Source: an optimization exercise on an open RTL-to-GDS flow (aim: small area). Production flows keep margins and buffers that such runs may drop.
Where RTL was checked, it was by simulation tests only, not by an equivalence proof against the original.
No activity file was given, so power comes from the tool's default toggle rates.

==> exp/pepper <==
==> flow/design.v <==
module mcp3421_codec (
    input  wire        clk,
    input  wire        rst,         
    input  wire        multi_ch,    
    input  wire        cmd_valid,
    input  wire [39:0] cmd,
    output reg         rsp_valid,
    output wire [3:0]  rsp_status,
    output wire        rsp_is_bool,
    output wire [31:0] rsp_res,
    output wire [23:0] rsp_einfo
);
    localparam [3:0] ST_OK              = 4'd0,
                     ST_OUT_OF_RANGE    = 4'd1,
                     ST_UNKNOWN_FIELD   = 4'd2,
                     ST_NOT_CONFIGURED  = 4'd3,
                     ST_ILLEGAL_COMMAND = 4'd4,
                     ST_FATAL_RANGE     = 4'd5,
                     ST_REFUSED_FAULTED = 4'd6;
    wire [4:0] op = cmd[39:35];
    wire [7:0] b0 = cmd[31:24];
    wire [7:0] b1 = cmd[23:16];
    wire [7:0] b2 = cmd[15:8];
    wire [7:0] b3 = cmd[7:0];
    reg       faulted;      
    reg       configured;   
    reg       ssm;
    reg [1:0] ch;           
    reg [1:0] gain;
    reg [1:0] rate;
    reg [7:0] cfg_raw;      
    wire [1:0] chan = multi_ch ? ch : 2'b00;
    wire       drdy = ~cfg_raw[7];
    reg [2:0]  st_q;
    reg        bool_q;
    reg [23:0] d_q;
    reg        r24_q;
    wire        ok_q  = (st_q == 3'd0);
    wire [23:0] res_d = d_q & {24{ok_q}};
    assign rsp_status  = {1'b0, st_q};
    assign rsp_is_bool = bool_q;
    assign rsp_res     = {{7{res_d[23]}}, r24_q, res_d};
    assign rsp_einfo   = {3'b000, d_q[20:0] & {21{~ok_q}}};
    wire z0  = ~|b0;
    wire z1  = ~|b1;
    wire z2  = ~|b2;
    wire z3  = ~|b3;
    wire z3h = ~|b3[7:1];
    wire b3_gt1 = |b3[7:1];
    wire b3_gt3 = |b3[7:2];
    reg legal;
    reg needs_cfg;
    always @(*) begin
        legal     = 1'b0;
        needs_cfg = 1'b0;
        case (op)
            5'h01: legal = z0 & z1;
            5'h02, 5'h05, 5'h0D, 5'h0E, 5'h0F:
                   legal = z0 & z1 & z2;
            5'h03: legal = z1 & z3;
            5'h04: legal = z3h;
            5'h06, 5'h0C, 5'h10: begin legal = z0 & z1 & z2 & z3; needs_cfg = 1'b1; end
            5'h07, 5'h08, 5'h09, 5'h0A, 5'h0B:
                   begin legal = z0 & z1 & z2; needs_cfg = 1'b1; end
            5'h11, 5'h12: legal = 1'b1;
            default: legal = 1'b0;
        endcase
        if (cmd[34:32] != 3'b000) legal = 1'b0;
    end
    wire [7:0] fid    = (op == 5'h02) ? b3 : b2;
    wire       f_known = (fid[7:3] == 5'd0) && !(fid[2] && (fid[1] || fid[0]));
    reg  [3:0] f_start, f_end;
    reg        f_hi3;       
    reg  [1:0] f_get;       
    reg  [7:0] f_set;       
    always @(*) begin
        case (fid[2:0])
            3'd0: begin f_start = 4'd7; f_end = 4'd8; f_hi3 = 1'b0; f_get = {1'b0, b0[7]};
                        f_set = {b1[0], b0[6:0]}; end
            3'd1: begin f_start = 4'd5; f_end = 4'd7; f_hi3 = 1'b1; f_get = b0[6:5];
                        f_set = {b0[7], b1[1:0], b0[4:0]}; end
            3'd2: begin f_start = 4'd4; f_end = 4'd5; f_hi3 = 1'b0; f_get = {1'b0, b0[4]};
                        f_set = {b0[7:5], b1[0], b0[3:0]}; end
            3'd3: begin f_start = 4'd2; f_end = 4'd4; f_hi3 = 1'b1; f_get = b0[3:2];
                        f_set = {b0[7:4], b1[1:0], b0[1:0]}; end
            default: begin f_start = 4'd0; f_end = 4'd2; f_hi3 = 1'b1; f_get = b0[1:0];
                        f_set = {b0[7:2], b1[1:0]}; end
        endcase
    end
    wire f_bool = ~f_hi3;
    wire f_oor  = b3[0] & (f_hi3 ? (|b1[7:2]) : (|b1[7:1]));
    wire       bm_rng = (b2[7:3] == 5'd0) && (b3[7:4] == 4'd0) && !(b3[3] && b3[2:0] != 3'd0);
    wire [7:0] bm_ge = 8'hFF << b2[2:0];                        
    wire [7:0] bm_lt = b3[3] ? 8'hFF : ~(8'hFF << b3[2:0]);    
    wire [7:0] bm_value = bm_ge & bm_lt;
    wire bm_ok = bm_rng && (bm_value != 8'd0);
    wire        s24 = (op == 5'h12) ? (b3[3:2] == 2'd3) : (b3[1:0] == 2'd3);
    wire [23:0] sample = s24 ? {b0, b1, b2} : {{8{b0[7]}}, b0, b1};
    reg [2:0]  n_st;
    reg        n_bool;
    reg [23:0] n_d;      
    reg        n_r24;
    reg        do_decode, do_fault, do_mode, do_chan, do_gain, do_rate;
    always @(*) begin
        n_st = ST_OK; n_bool = 1'b0; n_d = 24'h0; n_r24 = 1'b0;
        do_decode = 1'b0; do_fault = 1'b0; do_mode = 1'b0;
        do_chan = 1'b0; do_gain = 1'b0; do_rate = 1'b0;
        if (faulted) begin
            n_st = ST_REFUSED_FAULTED;
        end else if (!legal) begin
            n_st = ST_ILLEGAL_COMMAND;
            n_d  = {8'h08, 3'b000, op, 8'h00};
        end else if (needs_cfg && !configured) begin
            n_st = ST_NOT_CONFIGURED;
        end else begin
            case (op)
                5'h01: begin
                    if (!bm_ok) begin
                        n_st = ST_FATAL_RANGE; n_d = {8'h07, b2, b3}; do_fault = 1'b1;
                    end else
                        n_d = {16'h0, bm_value};
                end
                5'h02: begin
                    if (!f_known) begin
                        n_st = ST_UNKNOWN_FIELD; n_d = {8'h06, fid, 8'h05};
                    end else begin
                        n_d = {f_start, f_end, 8'h00, 6'b0, f_hi3, 1'b1}; n_r24 = 1'b1;
                    end
                end
                5'h03: begin
                    if (!f_known) begin
                        n_st = ST_UNKNOWN_FIELD; n_d = {8'h06, fid, 8'h05};
                    end else begin
                        n_d = {22'h0, f_get}; n_bool = f_bool;
                    end
                end
                5'h04: begin
                    if (!f_known) begin
                        n_st = ST_UNKNOWN_FIELD; n_d = {8'h06, fid, 8'h05};
                    end else if (f_oor) begin
                        n_st = ST_OUT_OF_RANGE; n_d = {5'h02, fid[2:0], 8'h00, 6'b0, f_hi3, 1'b1};
                    end else
                        n_d = {16'h0, f_set};
                end
                5'h05: do_decode = 1'b1;
                5'h06: n_d = {16'h0, ssm, ch, ~ssm, rate, gain};
                5'h07: begin
                    if (b3_gt1) begin n_st = ST_OUT_OF_RANGE; n_d = {8'h04, 8'h00, 8'h01}; end
                    else do_mode = 1'b1;
                end
                5'h08: begin
                    if (b3_gt3) begin n_st = ST_OUT_OF_RANGE; n_d = {8'h03, 8'h00, 8'h03}; end
                    else do_chan = multi_ch;
                end
                5'h09: begin
                    if (b3_gt3) begin n_st = ST_OUT_OF_RANGE; n_d = {8'h01, 8'h00, 8'h03}; end
                    else do_gain = 1'b1;
                end
                5'h0A: begin
                    if (b3_gt3) begin n_st = ST_OUT_OF_RANGE; n_d = {8'h02, 8'h00, 8'h03}; end
                    else do_rate = 1'b1;
                end
                5'h0B: begin
                    case (b3)
                        8'd0: begin n_d = {23'h0, ssm};  n_bool = 1'b1; end
                        8'd1:       n_d = {22'h0, chan};
                        8'd2:       n_d = {22'h0, gain};
                        8'd3:       n_d = {22'h0, rate};
                        8'd4: begin n_d = {23'h0, drdy}; n_bool = 1'b1; end
                        8'd5:       n_d = {16'h0, cfg_raw};
                        default: begin n_st = ST_OUT_OF_RANGE; n_d = {8'h05, 8'h00, 8'h05}; end
                    endcase
                end
                5'h0C: begin
                    n_bool = 1'b1;
                    n_d = {23'h0, (ssm || rate == 2'd3) ? drdy : 1'b1};
                end
                5'h0D: begin
                    if (b3_gt3) begin n_st = ST_OUT_OF_RANGE; n_d = {8'h02, 8'h00, 8'h03}; end
                    else n_d = {19'h0, b3[1], ~b3[1], ~b3[1], b3[0], 1'b0};
                end
                5'h0E: begin
                    if (b3_gt3) begin n_st = ST_OUT_OF_RANGE; n_d = {8'h02, 8'h00, 8'h03}; end
                    else case (b3[1:0])
                        2'd0: n_d = 24'd960;
                        2'd1: n_d = 24'd240;
                        2'd2: n_d = 24'd60;
                        default: n_d = 24'd15;
                    endcase
                end
                5'h0F: begin
                    if (b3_gt3) begin n_st = ST_OUT_OF_RANGE; n_d = {8'h01, 8'h00, 8'h03}; end
                    else n_d = {20'h0, 4'd1 << b3[1:0]};
                end
                5'h10: begin
                    case (rate)
                        2'd0: n_d = 24'd4167;
                        2'd1: n_d = 24'd16667;
                        2'd2: n_d = 24'd66667;
                        default: n_d = 24'd266667;
                    endcase
                end
                5'h11: begin
                    if (b3_gt3) begin n_st = ST_OUT_OF_RANGE; n_d = {8'h02, 8'h00, 8'h03}; end
                    else begin n_d = sample; n_r24 = sample[23]; end
                end
                default: begin    
                    do_decode = 1'b1;
                    n_d = sample; n_r24 = sample[23];
                end
            endcase
        end
    end
    wire take = cmd_valid & ~rst;
    always @(posedge clk) begin
        rsp_valid <= take;
        st_q      <= n_st;
        bool_q    <= n_bool;
        d_q       <= n_d;
        r24_q     <= n_r24;
    end
    always @(posedge clk) begin
        if (rst) begin
            faulted    <= 1'b0;
            configured <= 1'b0;
        end else if (cmd_valid) begin
            if (do_fault)  faulted    <= 1'b1;
            if (do_decode) configured <= 1'b1;
        end
    end
    always @(posedge clk) begin
        if (take) begin
            if (do_decode) begin
                cfg_raw <= b3;
                ssm     <= ~b3[4];
                gain    <= b3[1:0];
                rate    <= b3[3:2];
                ch      <= b3[6:5];
            end
            if (do_mode) ssm  <= b3[0];
            if (do_chan) ch   <= b3[1:0];
            if (do_gain) gain <= b3[1:0];
            if (do_rate) rate <= b3[1:0];
        end
    end
endmodule
==> flow/flow/run.sh <==
#!/bin/bash
# Own layout flow: the standard layout (standard.sh) with
#  - synthesis: the standard script with an area-oriented ABC mapping (own_synth.tcl),
#  - port buffers: sky130_fd_sc_hd__buf_1 on every input and output port,
#  - CTS: without dummy loads.
# Each step's full output goes to its own log file in the work folder.
set -euo pipefail
W=$(pwd)
export OWN_WORK=$W
export OWN_ABC_SCRIPT=$W/flow/area.abc
bash standard.sh SYNTH_SCRIPT=$W/flow/own_synth.tcl synth > $W/log_synth.txt 2>&1
bash standard.sh BUFFER_PORTS_ARGS="-buffer_cell sky130_fd_sc_hd__buf_1" \
  CTS_ARGS="-sink_clustering_enable -repair_clock_nets -dont_use_dummy_load" \
  finish > $W/log_layout.txt 2>&1
==> flow/flow/area.abc <==
strash
&get -n
&deepsyn -T 20
&put
dch -f
amap
topo
==> flow/flow/own_synth.tcl <==
# The standard synthesis (synth_recipe.tcl), with ABC's mapping script replaced by an
# area-oriented one (flow/area.abc). Registers are mapped before ABC runs, so they are
# the standard synthesis's.
proc abc {args} {
  set i [lsearch -exact $args -script]
  if {$i >= 0} {
    set args [lreplace $args $i [expr {$i + 1}] -script $::env(OWN_ABC_SCRIPT)]
  }
  set j [lsearch -exact $args -D]
  if {$j >= 0} {
    set args [lreplace $args $j [expr {$j + 1}]]
  }
  yosys abc {*}$args
}
source $::env(OWN_WORK)/synth_recipe.tcl
==> flow/standard.sh <==
#!/bin/bash
# synth_recipe.tcl (not shown) runs the flow's synth.tcl, then flattens the netlist and writes it again
# the make line also repeats each setting of config.mk as NAME=value (left out here)
make -C /OpenROAD-flow-scripts/flow DESIGN_CONFIG=/design/flow/config.mk WORK_HOME=/design/flow/orfs CLKGATE_MAP_FILE= SYNTH_SCRIPT=/design/flow/synth_recipe.tcl "${@:-finish}"
==> flow/config.mk <==
export PLATFORM = sky130hd
export DESIGN_NAME = mcp3421_codec
export DESIGN_NICKNAME = mcp3421_codec
export VERILOG_FILES = /design/flow/design.v
export SDC_FILE = /design/flow/constraint.sdc
export NUM_CORES = 4
export LEC_CHECK = 0
export CAP_MARGIN = 20
export CORE_MARGIN = 2
export CORE_UTILIZATION = 40
export SLEW_MARGIN = 20
==> flow/constraint.sdc <==
create_clock -name core_clock -period 6.0 [get_ports {clk}]
set_input_delay 1.2000 -clock core_clock [delete_from_list [all_inputs] [get_ports {clk}]]
set_output_delay 1.2000 -clock core_clock [all_outputs]
set_load 0.01 [all_outputs]
==> exp/fjord: changes against exp/pepper <==
--- a/flow/design.v
+++ b/flow/design.v
@@ -69,5 +69,5 @@
     end
     wire [7:0] fid    = (op == 5'h02) ? b3 : b2;
-    wire       f_known = (fid[7:3] == 5'd0) && !(fid[2] && (fid[1] || fid[0]));
+    wire       f_known = (fid[7:3] == 5'd0) && (fid[2:0] < 3'd5);
     reg  [3:0] f_start, f_end;
     reg        f_hi3;       
@@ -91,7 +91,10 @@
     wire f_oor  = b3[0] & (f_hi3 ? (|b1[7:2]) : (|b1[7:1]));
     wire       bm_rng = (b2[7:3] == 5'd0) && (b3[7:4] == 4'd0) && !(b3[3] && b3[2:0] != 3'd0);
-    wire [7:0] bm_ge = 8'hFF << b2[2:0];                        
-    wire [7:0] bm_lt = b3[3] ? 8'hFF : ~(8'hFF << b3[2:0]);    
-    wire [7:0] bm_value = bm_ge & bm_lt;
+    reg  [7:0] bm_value;
+    integer i;
+    always @(*) begin
+        for (i = 0; i < 8; i = i + 1)
+            bm_value[i] = (i[2:0] >= b2[2:0]) && (i[3:0] < b3[3:0]);
+    end
     wire bm_ok = bm_rng && (bm_value != 8'd0);
     wire        s24 = (op == 5'h12) ? (b3[3:2] == 2'd3) : (b3[1:0] == 2'd3);
==> flow/run.sh (new file) <==
#!/bin/bash
# synth_recipe.tcl (not shown) runs the flow's synth.tcl, then flattens the netlist and writes it again
# the make line also repeats each setting of config.mk as NAME=value (left out here)
make -C /OpenROAD-flow-scripts/flow DESIGN_CONFIG=/design/flow/config.mk WORK_HOME=/design/flow/orfs CLKGATE_MAP_FILE= SYNTH_SCRIPT=/design/flow/synth_recipe.tcl finish
removed: flow/flow/run.sh
removed: flow/flow/area.abc
removed: flow/flow/own_synth.tcl
removed: flow/standard.sh
==> notes.md <==
Result of the run: exp/fjord finished clean; exp/pepper finished clean
Clock network power: exp/fjord 314 uW; exp/pepper 181 uW
Delay contributed by the slowest stage of the critical path: exp/fjord 630 ps; exp/pepper 660 ps
RePlAce Congestion: exp/fjord 1.03; exp/pepper 0.998
Post-layout minimum cycle time: exp/fjord 4480 ps; exp/pepper 5380 ps
End of the critical path: exp/fjord cfg_raw[5]; exp/pepper ch[0]
Fraction of the core area covered by cells at the end of the flow: exp/fjord 0.519; exp/pepper 0.484
Number of global-route vias before repair: exp/fjord 5180; exp/pepper 4161
Normalized max-slew margin: exp/fjord 0.229; exp/pepper 0.350
Measured slew at the worst slew-check pin: exp/fjord 1150 ps; exp/pepper 951 ps
Global-route wire length before repair: exp/fjord 32000 um; exp/pepper 23500 um
Required arrival time at the worst endpoint: exp/fjord 5930 ps; exp/pepper 5990 ps
Maximum number of pins on one net before global-route repair: exp/fjord 46; exp/pepper 25
Clock network fraction of design power: exp/fjord 0.351; exp/pepper 0.274
Most frequent cell on the critical path: exp/fjord sky130_fd_sc_hd__inv_1; exp/pepper sky130_fd_sc_hd__nor2_1
Adder-cell share of the synthesized area: exp/fjord 0.0265; exp/pepper 0.0415
Clock-pin transition on the worst setup and hold timing paths: exp/fjord 70 ps; exp/pepper 90 ps
First drt pass iteration count: exp/fjord 8; exp/pepper 5
Total global routing track utilization: exp/fjord 0.328; exp/pepper 0.312
Area after detailed placement: exp/fjord 0.00578 mm^2; exp/pepper 0.00418 mm^2
Total instance count after detailed placement: exp/fjord 823; exp/pepper 742
Total length of routed met2 wires: exp/fjord 9550 um; exp/pepper 7130 um
Only the layout flow was run in exp/pepper; the RTL was not checked for function there.

==> what the ideal ports hide <==
The results above use ideal ports. As a check the final layouts listed here were re-extracted and re-timed, cells and wires unchanged.
Step 1 assumes that a clkbuf_16 drives the clock port and a buf_2 every other input.
Step 2 times the ports against the registers' clock, not the clock port: input delays grow and output delays shrink by t, the midpoint of the rising clock arrivals with the driver on.
a / b / c = ideal / step 1 / step 2; a / b = the first two.
| run | t (ns) | setup slack, ns | hold slack, ns | slew at the worst register clock pin (ns) |
|---|---|---|---|---|
| exp/pepper | 0.337 | 0.621 / 0.631 / 0.294 | 0.500 / 0.500 / 0.500 | 0.09 / 0.09 |
| exp/fjord | 0.331 | 1.516 / 1.534 / 1.203 | 0.512 / 0.512 / 0.512 | 0.07 / 0.07 |
After both steps every run listed still meets setup and hold. The setup slack of exp/pepper, which loses most, moves by +0.010 ns with the drivers and by -0.327 ns with both steps.
